Source: an optimization exercise on an open RTL-to-GDS flow (aim: small area, a short achievable clock period and few clock cycles per item). Production flows keep margins and buffers that such runs may drop.
No functional check of the RTL was part of this run.
Power figures rest on the tool's default switching activity, not on a simulated workload.

<file path="run.sh">
#!/bin/bash
# synth_recipe.tcl (not shown) runs the flow's synth.tcl, then flattens the netlist and writes it again
# the make line also repeats each setting of config.mk as NAME=value (left out here)
make -C /OpenROAD-flow-scripts/flow DESIGN_CONFIG=/design/flow/config.mk WORK_HOME=/design/flow/orfs CLKGATE_MAP_FILE= SYNTH_SCRIPT=/design/flow/synth_recipe.tcl finish
</file>
<file path="config.mk">
export PLATFORM = sky130hd
export DESIGN_NAME = swar_conv
export DESIGN_NICKNAME = swar_conv
export VERILOG_FILES = /design/flow/design.v
export SDC_FILE = /design/flow/constraint.sdc
export NUM_CORES = 4
export LEC_CHECK = 0
export ABC_AREA = 1
export CAP_MARGIN = 20
export CORE_MARGIN = 2
export CORE_UTILIZATION = 40
export SETUP_SLACK_MARGIN = 3
export SLEW_MARGIN = 20
</file>
<file path="constraint.sdc">
create_clock -name core_clock -period 8.0 [get_ports {clk}]
set_input_delay 1.6000 -clock core_clock [delete_from_list [all_inputs] [get_ports {clk}]]
set_output_delay 1.6000 -clock core_clock [all_outputs]
set_load 0.01 [all_outputs]
</file>
<file path="design.v">
module swar_conv (
    input  wire         clk,
    input  wire         rst,
    input  wire         cmd_valid,
    output wire         cmd_ready,
    input  wire [31:0]  cmd,
    input  wire [63:0]  a,
    input  wire [63:0]  b,
    input  wire [7:0]   c,
    input  wire [167:0] sin,
    output reg          done,
    output reg          err,
    output wire [63:0]  res,
    output reg  [167:0] sout
);
    localparam [7:0] OP_HASZERO = 8'h01, OP_HASBYTE = 8'h02, OP_MEMCHR8 = 8'h03,
                     OP_TRIM8   = 8'h04,
                     OP_ATOU4   = 8'h10, OP_ATOU8   = 8'h11, OP_ATOU    = 8'h12,
                     OP_ATOI    = 8'h13, OP_HTOU8   = 8'h14, OP_HTOU    = 8'h15,
                     OP_UTOA2P  = 8'h20, OP_UTOAP   = 8'h21, OP_ITOA8   = 8'h22,
                     OP_ITOA    = 8'h23;
    integer i, k, t;
    wire [7:0] opc  = cmd[7:0];
    wire       in_p = cmd[8];
    wire       in_e = cmd[9];
    wire       in_r = cmd[10];
    wire       in_k = cmd[11];
    wire [4:0] in_n = cmd[20:16];
    reg known;
    always @* begin
        case (opc)
            OP_HASZERO, OP_HASBYTE, OP_MEMCHR8, OP_TRIM8,
            OP_ATOU4, OP_ATOU8, OP_ATOU, OP_ATOI, OP_HTOU8, OP_HTOU,
            OP_UTOA2P, OP_UTOAP, OP_ITOA8, OP_ITOA: known = 1'b1;
            default: known = 1'b0;
        endcase
    end
    wire legal = known
              && (cmd[15:12] == 4'd0) && (cmd[31:21] == 11'd0)
              && (!in_p || opc == OP_MEMCHR8 || opc == OP_TRIM8)
              && (!in_e || opc == OP_MEMCHR8 || opc == OP_TRIM8)
              && (!in_r || opc == OP_MEMCHR8)
              && !in_k
              && ((opc == OP_UTOAP) ? (in_n >= 5'd1 && in_n <= 5'd20)
                                    : (in_n == 5'd0));
    wire multi  = cmd[4] | (cmd[5] & (cmd[1] | cmd[0]));
    wire is_fmt = cmd[5];                
    wire is_hex = cmd[2];                
    reg        fbusy;    
    reg        rdy_q;    
    reg        nf_q;     
    reg        f_neg;    
    reg        cv;       
    reg        c_first, c_last, c_fmt, c_hex, c_neg;
    reg        fin;      
    reg        utoap_q;  
    reg  [4:0] n_q;
    reg        out_fmt;  
    reg        out_s;    
    reg  [4:0] ls_q;     
    wire blk    = fin || (cv && c_last && !c_fmt);
    assign cmd_ready = fbusy ? rdy_q : (!multi && !blk);
    wire accept = cmd_valid && cmd_ready;
    wire start  = !fbusy && cmd_valid && multi;
    reg [7:0]  zlane, mlane;
    reg [2:0]  first_pos, last_pos;
    reg [63:0] keep_mask;
    reg [63:0] word_res;
    reg [7:0]  d2;           
    always @* begin
        for (i = 0; i < 8; i = i + 1) begin
            zlane[i] = (a[8*i +: 8] == 8'h00);
            mlane[i] = (a[8*i +: 8] == c);
        end
        first_pos = 3'd0;
        for (i = 7; i >= 0; i = i - 1)
            if (mlane[i]) first_pos = i[2:0];
        last_pos = 3'd0;
        for (i = 0; i < 8; i = i + 1)
            if (mlane[i]) last_pos = i[2:0];
        keep_mask = 64'd0;
        for (i = 0; i < 8; i = i + 1)
            keep_mask[8*i +: 8] = (i == 0) ? {8{!mlane[0]}}
                                           : keep_mask[8*(i-1) +: 8] & {8{!mlane[i]}};
        d2 = 8'd0;
        for (i = 6; i >= 0; i = i - 1) begin
            if (d2[3:0] >= 4'd5) d2[3:0] = d2[3:0] + 4'd3;
            if (d2[7:4] >= 4'd5) d2[7:4] = d2[7:4] + 4'd3;
            d2 = {d2[6:0], a[i]};
        end
        case (opc)
            OP_HASZERO: word_res = {63'd0, |zlane};
            OP_HASBYTE: word_res = {63'd0, |mlane};
            OP_MEMCHR8:
                if (mlane == 8'd0) word_res = 64'h0000_0000_FFFF_FFFF;
                else               word_res = {61'd0, in_r ? last_pos : first_pos};
            OP_TRIM8:   word_res = a & keep_mask;
            default:    word_res = {48'd0, 4'h3, d2[3:0], 4'h3, d2[7:4]};    
        endcase
    end
    wire [4:0] len   = b[4:0];
    wire       sgn   = (opc == OP_ATOI) && (len != 5'd0)
                    && (sin[7:0] == 8'h2B || sin[7:0] == 8'h2D);
    wire       nzero = (len == 5'd0) || ((len == 5'd1) && sgn);
    reg  [1:0] lmod3;
    reg  [2:0] rg0, rg1;         
    always @* begin
        lmod3 = len % 3;
        rg0   = (len == 5'd0) ? 3'd0 : (len - 5'd1) / 3;
        rg1   = (len <= 5'd1) ? 3'd0 : (len - 5'd2) / 3;
    end
    wire [2:0] rgrp  = sgn ? rg1 : rg0;
    wire [1:0] r0    = (lmod3 == 2'd0) ? 2'd2 :
                       (lmod3 == 2'd1) ? (sgn ? 2'd3 : 2'd0) : 2'd1;
    function [3:0] dval;             
        input [7:0] ch;
        dval = ch[3:0] + (ch[6] ? 4'd9 : 4'd0);
    endfunction
    wire [3:0] s0 = dval(sin[7:0]),   s1 = dval(sin[15:8]);
    wire [3:0] s2 = dval(sin[23:16]), s3 = dval(sin[31:24]);
    reg  [3:0] hi0, mid0, lo0;
    always @* begin
        case (r0)
            2'd0: begin lo0 = s0; mid0 = 4'd0;             hi0 = 4'd0; end
            2'd1: begin lo0 = s1; mid0 = sgn ? 4'd0 : s0; hi0 = 4'd0; end
            2'd2: begin lo0 = s2; mid0 = s1;               hi0 = sgn ? 4'd0 : s0; end
            default: begin lo0 = s3; mid0 = s2;            hi0 = s1; end
        endcase
        if (nzero) begin lo0 = 4'd0; mid0 = 4'd0; hi0 = 4'd0; end
    end
    reg  [6:0] i0_q, i1_q, i2_q;     
    reg  [1:0] rot_q;                
    reg  [2:0] rem_q;                
    reg  [7:0] m0, m1, m2;
    always @* begin
        m0 = 8'd0; m1 = 8'd0; m2 = 8'd0;
        for (i = 0; i < 7; i = i + 1) begin
            m0 = m0 | ({8{i0_q[i]}} & sin[24*i +: 8]);
            m1 = m1 | ({8{i1_q[i]}} & sin[24*i + 8 +: 8]);
            m2 = m2 | ({8{i2_q[i]}} & sin[24*i + 16 +: 8]);
        end
    end
    wire [3:0] v0 = dval(m0), v1 = dval(m1), v2 = dval(m2);
    wire [11:0] pnext = (rot_q == 2'd2) ? {v0, v1, v2} :
                        (rot_q == 2'd0) ? {v1, v2, v0} : {v2, v0, v1};
    wire [11:0] pfetch = fbusy ? pnext : {hi0, mid0, lo0};
    wire        plast  = fbusy ? (rem_q == 3'd1) : (rgrp == 3'd0);
    wire       fneg = cmd[1] && b[63];       
    reg  [7:0] bz, bf, cy, tnz, top;
    reg  [7:0] ftop, fsel;
    reg        cytop, cysel;
    always @* begin
        for (i = 0; i < 8; i = i + 1) begin
            bz[i] = (b[8*i +: 8] == 8'h00);
            bf[i] = (b[8*i +: 8] == 8'hFF);
        end
        cy[0] = 1'b1;
        for (i = 1; i < 8; i = i + 1)
            cy[i] = cy[i-1] & bz[i-1];
        for (i = 0; i < 8; i = i + 1)
            tnz[i] = fneg ? !bf[i] : !bz[i];
        for (i = 0; i < 8; i = i + 1)
            top[i] = (i == 0 || tnz[i]) && ((tnz >> (i + 1)) == 8'd0);
        ftop = 8'd0; cytop = 1'b0;
        fsel = 8'd0; cysel = 1'b0;
        for (i = 0; i < 8; i = i + 1) begin
            ftop  = ftop  | ({8{top[i]}} & b[8*i +: 8]);
            cytop = cytop | (top[i] & cy[i]);
            fsel  = fsel  | ({8{fi_q[i]}} & b[8*i +: 8]);
            cysel = cysel | (fi_q[i] & cy[i]);
        end
    end
    reg  [7:0] fi_q;     
    wire [7:0] ffetch = (fbusy ? fsel : ftop) ^ {8{neg_sel}};
    wire       neg_sel = fbusy ? f_neg : fneg;
    wire       fcy    = neg_sel & (fbusy ? cysel : cytop);
    wire       fovf   = fcy & (fbusy ? 1'b0 : (ftop == 8'h00));    
    wire       flast  = fbusy ? fi_q[0] : top[0];
    reg  [11:0] fb;      
    reg         fb_cy;   
    reg         fb_ovf;  
    reg  [63:0] acc;     
    reg  [79:0] bcd;     
    wire [63:0] ain  = c_first ? 64'd0 : acc;
    wire [9:0]  pq   = {fb[11:8], 6'd0} + {1'b0, fb[11:8], 5'd0} + {4'd0, fb[11:8], 2'd0}
                     + {3'd0, fb[7:4], 3'd0} + {5'd0, fb[7:4], 1'b0} + {6'd0, fb[3:0]};
    wire [63:0] dsum = {ain[53:0], 9'd0, c_neg} + {~ain[58:0], 5'b11111}
                     + {ain[60:0], 3'b001} + {{54{c_neg}}, pq ^ {10{c_neg}}};
    wire [63:0] hsum = {ain[51:0], fb};
    function [4:0] dstep;
        input [3:0] d;
        input       cin;
        begin
            dstep[4] = d[3] | (d[2] & (d[1] | d[0]));
            dstep[3] = (d[2] & ~d[1] & ~d[0]) | (d[3] & d[0]);
            dstep[2] = (d[1] & ~d[2]) | (d[1] & d[0]) | (d[3] & ~d[0]);
            dstep[1] = (d[0] & ~d[2] & ~d[3]) | (d[2] & d[1] & ~d[0]) | (d[3] & ~d[0]);
            dstep[0] = cin;
        end
    endfunction
    wire [7:0] fbyte = fb[7:0] + {7'd0, fb_cy};
    reg [79:0] dd;
    reg        dcy;
    reg [4:0]  dso;
    always @* begin
        dd = c_first ? {79'd0, fb_ovf} : bcd;
        for (t = 7; t >= 0; t = t - 1) begin
            dcy = fbyte[t];
            for (k = 0; k < 20; k = k + 1) begin
                dso = dstep(dd[4*k +: 4], dcy);
                dd[4*k +: 4] = dso[3:0];
                dcy = dso[4];
            end
        end
    end
    reg  [4:0] nd;           
    always @* begin
        nd = 5'd1;
        for (k = 1; k < 20; k = k + 1)
            if (bcd[4*k +: 4] != 4'd0) nd = k[4:0] + 5'd1;
    end
    wire [4:0]  ls  = (utoap_q ? n_q : nd) + {4'd0, c_neg};
    wire [4:0]  sh  = 5'd20 - ls;
    reg  [79:0] rev;
    always @* begin
        for (k = 0; k < 20; k = k + 1)
            rev[4*k +: 4] = bcd[4*(19-k) +: 4];
    end
    wire [79:0] aligned = rev >> {sh, 2'b00};
    always @(posedge clk) begin
        done <= fin;
        fin  <= 1'b0;
        if (rst) begin
            fbusy <= 1'b0;
            rdy_q <= 1'b0;
            nf_q  <= 1'b0;
            cv    <= 1'b0;
            done  <= 1'b0;
        end else begin
            if (accept) begin
                err <= !legal;
                if (!fbusy) begin                
                    done    <= 1'b1;
                    acc     <= word_res;
                    out_fmt <= 1'b0;
                end
                fbusy <= 1'b0;
                rdy_q <= 1'b0;
                nf_q  <= 1'b0;
            end
            if (cv) begin
                if (c_fmt)      bcd <= dd;
                else if (c_hex) acc <= hsum;
                else            acc <= dsum;
                if (c_last) begin
                    if (c_fmt) fin <= 1'b1;
                    else begin
                        done    <= 1'b1;
                        out_fmt <= 1'b0;
                    end
                end
            end
            if (fin) begin
                bcd     <= aligned;
                ls_q    <= ls;
                out_s   <= c_neg;
                out_fmt <= 1'b1;
            end
            cv <= 1'b0;
            if (start) begin
                fbusy   <= 1'b1;
                cv      <= 1'b1;
                c_first <= 1'b1;
                c_fmt   <= is_fmt && legal;
                c_hex   <= is_hex;
                c_neg   <= is_fmt ? fneg : (sgn && sin[2]);
                f_neg   <= fneg;
                utoap_q <= !cmd[1];
                n_q     <= in_n;
                fb      <= is_fmt ? {4'd0, ffetch} : pfetch;
                fb_cy   <= fcy;
                fb_ovf  <= fovf;
                fi_q    <= top >> 1;
                i0_q    <= (r0 == 2'd3) ? 7'd4 : 7'd2;
                i1_q    <= (r0 == 2'd0) ? 7'd1 : 7'd2;
                i2_q    <= (r0 <= 2'd1) ? 7'd1 : 7'd2;
                rot_q   <= (r0 == 2'd3) ? 2'd0 : r0;
                rem_q   <= rgrp;
                if (!legal) begin
                    c_last <= 1'b1;
                    c_fmt  <= 1'b0;
                    rdy_q  <= 1'b1;
                    nf_q   <= 1'b1;
                end else if (is_fmt) begin
                    c_last <= flast;
                    rdy_q  <= flast;
                    nf_q   <= flast;
                end else begin
                    c_last <= plast;
                    rdy_q  <= (rgrp <= 3'd1);
                    nf_q   <= plast;
                end
            end else if (fbusy && !nf_q) begin
                cv      <= 1'b1;
                c_first <= 1'b0;
                fb      <= c_fmt ? {4'd0, ffetch} : pfetch;
                fb_cy   <= fcy;
                fb_ovf  <= 1'b0;
                fi_q    <= fi_q >> 1;
                i0_q    <= i0_q << 1;
                i1_q    <= i1_q << 1;
                i2_q    <= i2_q << 1;
                rem_q   <= rem_q - 3'd1;
                if (c_fmt) begin
                    c_last <= flast;
                    rdy_q  <= flast;
                    nf_q   <= flast;
                end else begin
                    c_last <= plast;
                    rdy_q  <= (rem_q == 3'd2);
                end
            end
        end
    end
    always @* begin
        for (k = 0; k < 20; k = k + 1)
            sout[8*k +: 8] = (k == 0 && out_s) ? 8'h2D
                           : {2'b00, {2{k < ls_q}}, bcd[4*k +: 4]};
        sout[167:160] = 8'h00;
    end
    assign res = out_fmt ? {59'd0, ls_q} : acc;
endmodule
</file>
==> run summary <==
clock root buffer=clkbuf_16; CTS H-tree depth=1; Metal-1 WL=75800 um; DR WL/cell=19.1 um; Synth cell types=67; Fmax=roughly 160 MHz; clk latency of the worst-skew pair=about 0.64 ns; post-synth top area cell=nand2_1; post-DP HPWL=143000 um; synth warn=1; sequential area share after synthesis=0.150; Yosys top cell area share=0.209; fraction of final layout cells sized beyond drive strength 1=0.107; asr flop ratio synth=0; vias in the first global route=between 40000 and 50000; Layout fillers=between 10000 and 15000; P&R area growth vs syn=22.8%; CTS Sinks=216; starting density of the core=0.402; met3 wire length=~11000 um; WP data arrival=roughly 6.4 ns; initial antenna violation count=9; Post-Syn Area=42800 um2; global-route wire length before repair=270000 um; Final min period=a little over 6 ns; grt ovf=0; Residual DRC=0; vias per cell=5.48; Max Root-Sink Buffers=3; pin count of the biggest net entering global routing=86; CTS clk-pin slew, worst paths=0.05 ns; status=no timing/DRC/antenna violations; Starting DRT DRC Count=4631; internal power=approximately 7.6 mW; Tot GR Track Use=0.309; Fin. Hold Viols=0; Final Cell Area=52600 um2; Seq pwr share=0.103; Core ar.=107000 um2; slew at the pin with the worst max-slew slack=between 1 and 1.5 ns; Num CTS Buffers=31; Port Buf Inserts=approximately 470; Ports=574; PD cells=332 nW/um2; NetSw=approximately 9.9 mW; area of the die=110000 um2; WL met2=85500 um; Crit Path Class=flip-flop to flip-flop; Post-DP Area=a little under 50000 um2; Logic pwr share=0.809; routed vias=51733; final WL=180000 um; RSZ-0062 raised after global routing=yes; final worst-path cycle share=0.761; hold_buf cts=0; Layout Nets=8598; # rows=120; Slew Viols, Final=0; crit start category=flip-flop; cell with the most instances after synthesis=nand2_1; WP data required=around 8.3 ns; Top Metal Used=met5; max_slew headroom=0.225; cell count after synthesis=between 7000 and 8000; Die Span Y=331 um; 1st-pass router iterations=9; Leak=25.2 nW; Worst VDD drop=227 uV; Final GP Congestion=0.998; Hold WC Path Type=flip-flop to flip-flop; Sw Share=0.565; setup_tns=0 ns; Mean Syn Cell Area=5.65 um2; CP max stage delay=between 0.5 and 0.6 ns; Post-synth top flop=edfxtp_1; CP Max Fanout=4; Die Width=331 um; CTS tree=built; clock share of power=0.088; Worst Clk Skew=0.0161 ns; commonest cells in the synthesized netlist=nand2_1, nor2_1, inv_1; Crit. End Element=flip-flop; DRT antenna net count=0; synth top area cells=nand2_1, edfxtp_1, nor2_1, nand3_1, inv_1; max_cap viols=0; EDFF count, synth=210; setup violators final=0; flops & latches, synth=216; CP max-delay cell=fa_1
-- critical path, delay by kind of cell, from the launching register on --
family,cells,cell delay (ns)
AOI/OAI and AO/OA,10,1.35
xor gates and xnor gates,1,0.17
adders and majority gates,7,2.53
buffers and inverters,4,0.41
DFF,1,0.42
and+or+nand+nor,9,0.89
-- sequential cells by signal, summed over array words and instances, names as in the netlist, 2 cells and up --
register / flops
ls_q: 5
i2_q: 7
fb: 12
fi_q: 7
n_q: 5
rem_q: 3
bcd: 80
rot_q: 2
i1_q: 7
i0_q: 6
acc: 64
-- path summary, 6_finish.rpt --
path | start | to | slack (ns) | depth (start not counted)
worst min-delay path | c_last | fin | 0.52 | 2
worst max-delay path | fb[3] | acc[52] | 1.91 | 31
worst min register to register | c_last | fin | 0.52 | 2
worst max register to register | fb[3] | acc[52] | 1.91 | 31
-- layout by cell type, fill, tap and decap left out, drive strengths merged, types with 48 or more instances in the layout --
cell type	instances
a21oi	371
buf	195
clkdlybuf4s50	454
conb	48
edfxtp	210
fa	118
ha	138
inv	909
nand2	2405
nand3	694
nand4	155
nor2	1088
nor3	57
nor4	49
o211ai	53
o21ai	589
xor2	58
-- power by group through the flow --
stage          clock network (mW)  registers, mW  logic, mW
6_report                     1.53           1.80       14.1
5_1_grt                      1.58           1.81       15.7
4_1_cts                      1.55           1.80       13.1
3_5_place_dp                    0           1.83       12.2
3_3_place_gp                    0           1.83       12.1
2_1_floorplan                   0           1.76       8.95
-- metal layers --
layer | GRT usage | vias up
li1 | - | 25706
met1 | 0.393 | 23934
met2 | 0.534 | 1765
met3 | 0.0398 | 316
met4 | 0.116 | 12
met5 | 0 | -
-- cells by family (layout without fill, tap and decap cells) --
kind of cell / Yosys count / count (layout) / synth area share
muxes: 2 / 2 / 0.000467
buffers and inverters: 1239 / 1639 / 0.123
DFF: 216 / 216 / 0.150
other: 1 / 50 / 0.0000876
and+or+nand+nor: 4500 / 4502 / 0.440
xor gates and xnor gates: 90 / 90 / 0.0184
AOI/OAI and AO/OA: 1274 / 1274 / 0.173
adders and majority gates: 256 / 256 / 0.0955
-- repair_timing --
item,in CTS,in global routing
gates resized for setup,266,253
buffers inserted,77,76
endpoints found under the setup margin,168,164
cloned,3,1
pin swaps,85,123
-- stage by stage --
stage          cells  setup WS, ns  hold slack, ns  power [mW]  utilization
2_1_floorplan   7625          1.71           0.465        10.7            -
3_5_place_dp    9215          1.31           0.501        14.0        0.454
5_1_grt         9431          1.72           0.540        19.1        0.493
6_report        9432          1.91           0.517        17.4        0.493
4_1_cts         9352          1.99           0.514        16.5        0.478
3_3_place_gp    9215          1.32           0.495        13.9        0.454
-- area by class of cell --
type / count / area [um2] / share of cell area
diodes: 2 / 5.00 / 0.0000951
clock buffers: 42 / 857 / 0.0163
clock inverters: 15 / 208 / 0.00395
inverters: 924 / 3590 / 0.0683
multi-input cells: 6172 / 33200 / 0.631
flip-flops and latches: 216 / 6430 / 0.122
well taps: 1403 / 1760 / 0.0334
repair buffers: 657 / 6520 / 0.124
repair inverters: 1 / 16.3 / 0.000309

==> afterwards: timing with drivers on the ports <==
The results above use ideal ports. As a check the final layout listed here was re-extracted and re-timed, cells and wires unchanged.
Step 1 (the two cells are an assumption about what drives the block):
set clk [get_ports {clk}]
set_driving_cell -lib_cell sky130_fd_sc_hd__clkbuf_16 $clk
set_driving_cell -lib_cell sky130_fd_sc_hd__buf_2 [delete_from_list [all_inputs] $clk]
Step 2 moves the port delays by t, midway between the first and last clock arrival at a register: inputs arrive t later, outputs are due t later. That takes back most of the time a late clock gives input paths.
Three values: ideal, step 1, step 2; two values: the first two.
t (ns): 0.706
setup slack, ns: 1.911 / 1.911 / 1.911
worst register clock-pin slew, ns: 0.07 / 0.07
pins driven straight from the clock port: 1
After both steps this run still meets setup and hold. The setup slack of this run moves by 0.000 ns with the drivers and by 0.000 ns with both steps.
